Context: an optimization exercise on an open-source flow, tuned for small area, a short achievable clock period and few clock cycles per item. The choices shown serve that exercise and are no tape-out recipe. In this exercise RTL edits were held to simulation tests only and were not proved equivalent to the original. No activity file was given, so power comes from the tool's default toggle rates.

== cedar ==
## fdec
module fdec (
    input  wire        clk,
    input  wire        rst,         
    input  wire        rx_valid,
    input  wire [7:0]  rx_data,
    input  wire        rx_eos,
    output wire        rx_ready,
    output wire        fo_valid,
    input  wire        fo_ready,
    output wire [31:0] fo_seq,
    output wire [6:0]  fo_len,
    output wire [7:0]  fo_data,
    output wire        fo_last,
    output wire        done         
);
For scale: ~2,000 cells after synthesis, about 880 flip-flops, ~64 I/O pins, roughly 35,000 µm² of cells after synthesis.
Settings: LEC_CHECK=0, CAP_MARGIN=20, CORE_MARGIN=2, CORE_UTILIZATION=40, SLEW_MARGIN=20; clock period 10.0 ns.
standard.sh (not shown) runs the stock make flow with config.mk's settings and CLKGATE_MAP_FILE= SYNTH_SCRIPT=/design/flow/synth_recipe.tcl, a recipe that flattens the netlist after the stock synthesis.
==> flow/flow/run.sh <==
#!/bin/bash
set -euo pipefail
bash standard.sh SETUP_SLACK_MARGIN=7.3 \
  "BUFFER_PORTS_ARGS=-buffer_cell sky130_fd_sc_hd__buf_2" \
  "CTS_ARGS=-sink_clustering_enable -repair_clock_nets -buf_list sky130_fd_sc_hd__clkbuf_16 -sink_clustering_size 24 -sink_clustering_max_diameter 80 -dont_use_dummy_load" \
  finish > standard_flow.log 2>&1
cedar | stages: all done | timing, DRC, antenna: all pass
Testbench counts of cedar, summed over its fixed seeds: cycles 74,668, bytes 74,262.
Inputs modified between cedar and harbor:
--- a/flow/flow/run.sh
+++ b/flow/flow/run.sh
@@ -2,3 +2,3 @@
 set -euo pipefail
-bash standard.sh SETUP_SLACK_MARGIN=7.3 \
+bash standard.sh SETUP_SLACK_MARGIN=6.9 \
   "BUFFER_PORTS_ARGS=-buffer_cell sky130_fd_sc_hd__buf_2" \
Results
- Going from cedar to harbor, hold slack grows by 0.010 ns.
- Non-clock buffer count in harbor vs cedar: down 31%
- Combinational share of power (higher): cedar
- Between harbor and cedar, it is harbor whose logic depth of the worst register-to-register path is lower, by 3.
- ~same total instance count after detailed placement in harbor and cedar
- Relative to cedar, the routed wire length of harbor is lower by 3200 µm.
- Re tapcell count: no difference whatsoever between harbor and cedar.
- Comparing switching power as a share of total power for harbor and cedar, the smaller number came from harbor.
[inputs] nickel vs harbor
==> flow/flow/run.sh <==
#!/bin/bash
set -euo pipefail
bash standard.sh SETUP_SLACK_MARGIN=6.8 \
  "CTS_ARGS=-sink_clustering_enable -repair_clock_nets -buf_list sky130_fd_sc_hd__clkbuf_16 -sink_clustering_size 24 -sink_clustering_max_diameter 80 -dont_use_dummy_load" \
  finish > standard_flow.log 2>&1
Findings:
Taking harbor as the reference, in nickel first-pass GRT wire length now sits lower, areal power density over the cells now sits at about the same level, routing usage on met2 now sits lower, met3 global-route usage now sits higher, smallest setup slack after layout now sits lower.
[diff] clock period minus final worst setup slack, nickel relative to harbor: regression
For amber, these inputs were changed with respect to nickel:
# nickel
export LEC_CHECK = 0
export CAP_MARGIN = 20
export CORE_MARGIN = 2
export CORE_UTILIZATION = 40
export SLEW_MARGIN = 20
create_clock -name core_clock -period 10.0 [get_ports {clk}]
# amber
export LEC_CHECK = 0
export CAP_MARGIN = 5
export CORE_MARGIN = 2
export CORE_UTILIZATION = 40
export SLEW_MARGIN = 5
create_clock -name core_clock -period 10.0 [get_ports {clk}]
==> flow/flow/run.sh <==
#!/bin/bash
set -euo pipefail
bash standard.sh SETUP_SLACK_MARGIN=7 \
  "BUFFER_PORTS_ARGS=-buffer_cell sky130_fd_sc_hd__buf_2" \
  "CTS_ARGS=-sink_clustering_enable -repair_clock_nets -buf_list sky130_fd_sc_hd__clkbuf_16 -sink_clustering_size 24 -sink_clustering_max_diameter 80 -dont_use_dummy_load" \
  finish > standard_flow.log 2>&1
### Flow results
Cells: amber has more instances than nickel. STATUS maximum frequency: amber wins against nickel. Per the comparison of amber with nickel, portion of total power attributed to the clock network about even; count of antenna-violating nets left after detailed routing about even; via count rose 104. In amber, number of antenna violations at the first check in global routing is lower than in nickel. amber packs its core more tightly than nickel. nickel and amber ended up with roughly the same clock-cell share of area.

separate check: timing with driven ports:
No port has a modelled driver above. Below, the same layouts with a new extraction and two added sets of constraints. Step 1: set_driving_cell puts a clkbuf_16 on clk and a buf_2 on each other input, an assumption about the parent block. Step 2 also shifts input and output timing later by t, the mid clock arrival at the registers, as if the neighbouring blocks saw the same clock. Slacks: ideal ports / drivers / drivers and shift; pairs: ideal ports / drivers.
run	t, ns	setup slack, ns	worst setup path at the end	slew at the worst register clock pin (ns)
cedar	0.646	6.841 / 6.778 / 6.762	input to register	0.10 / 0.10
harbor	0.661	6.840 / 6.769 / 6.757	input to register	0.10 / 0.10
nickel	0.647	6.810 / 6.744 / 6.469	input to register	0.10 / 0.10
amber	0.659	6.838 / 6.767 / 6.753	input to register	0.10 / 0.10
After both steps every run listed still meets setup and hold. The setup slack of nickel, which loses most, moves by -0.066 ns with the drivers and by -0.341 ns with both steps.
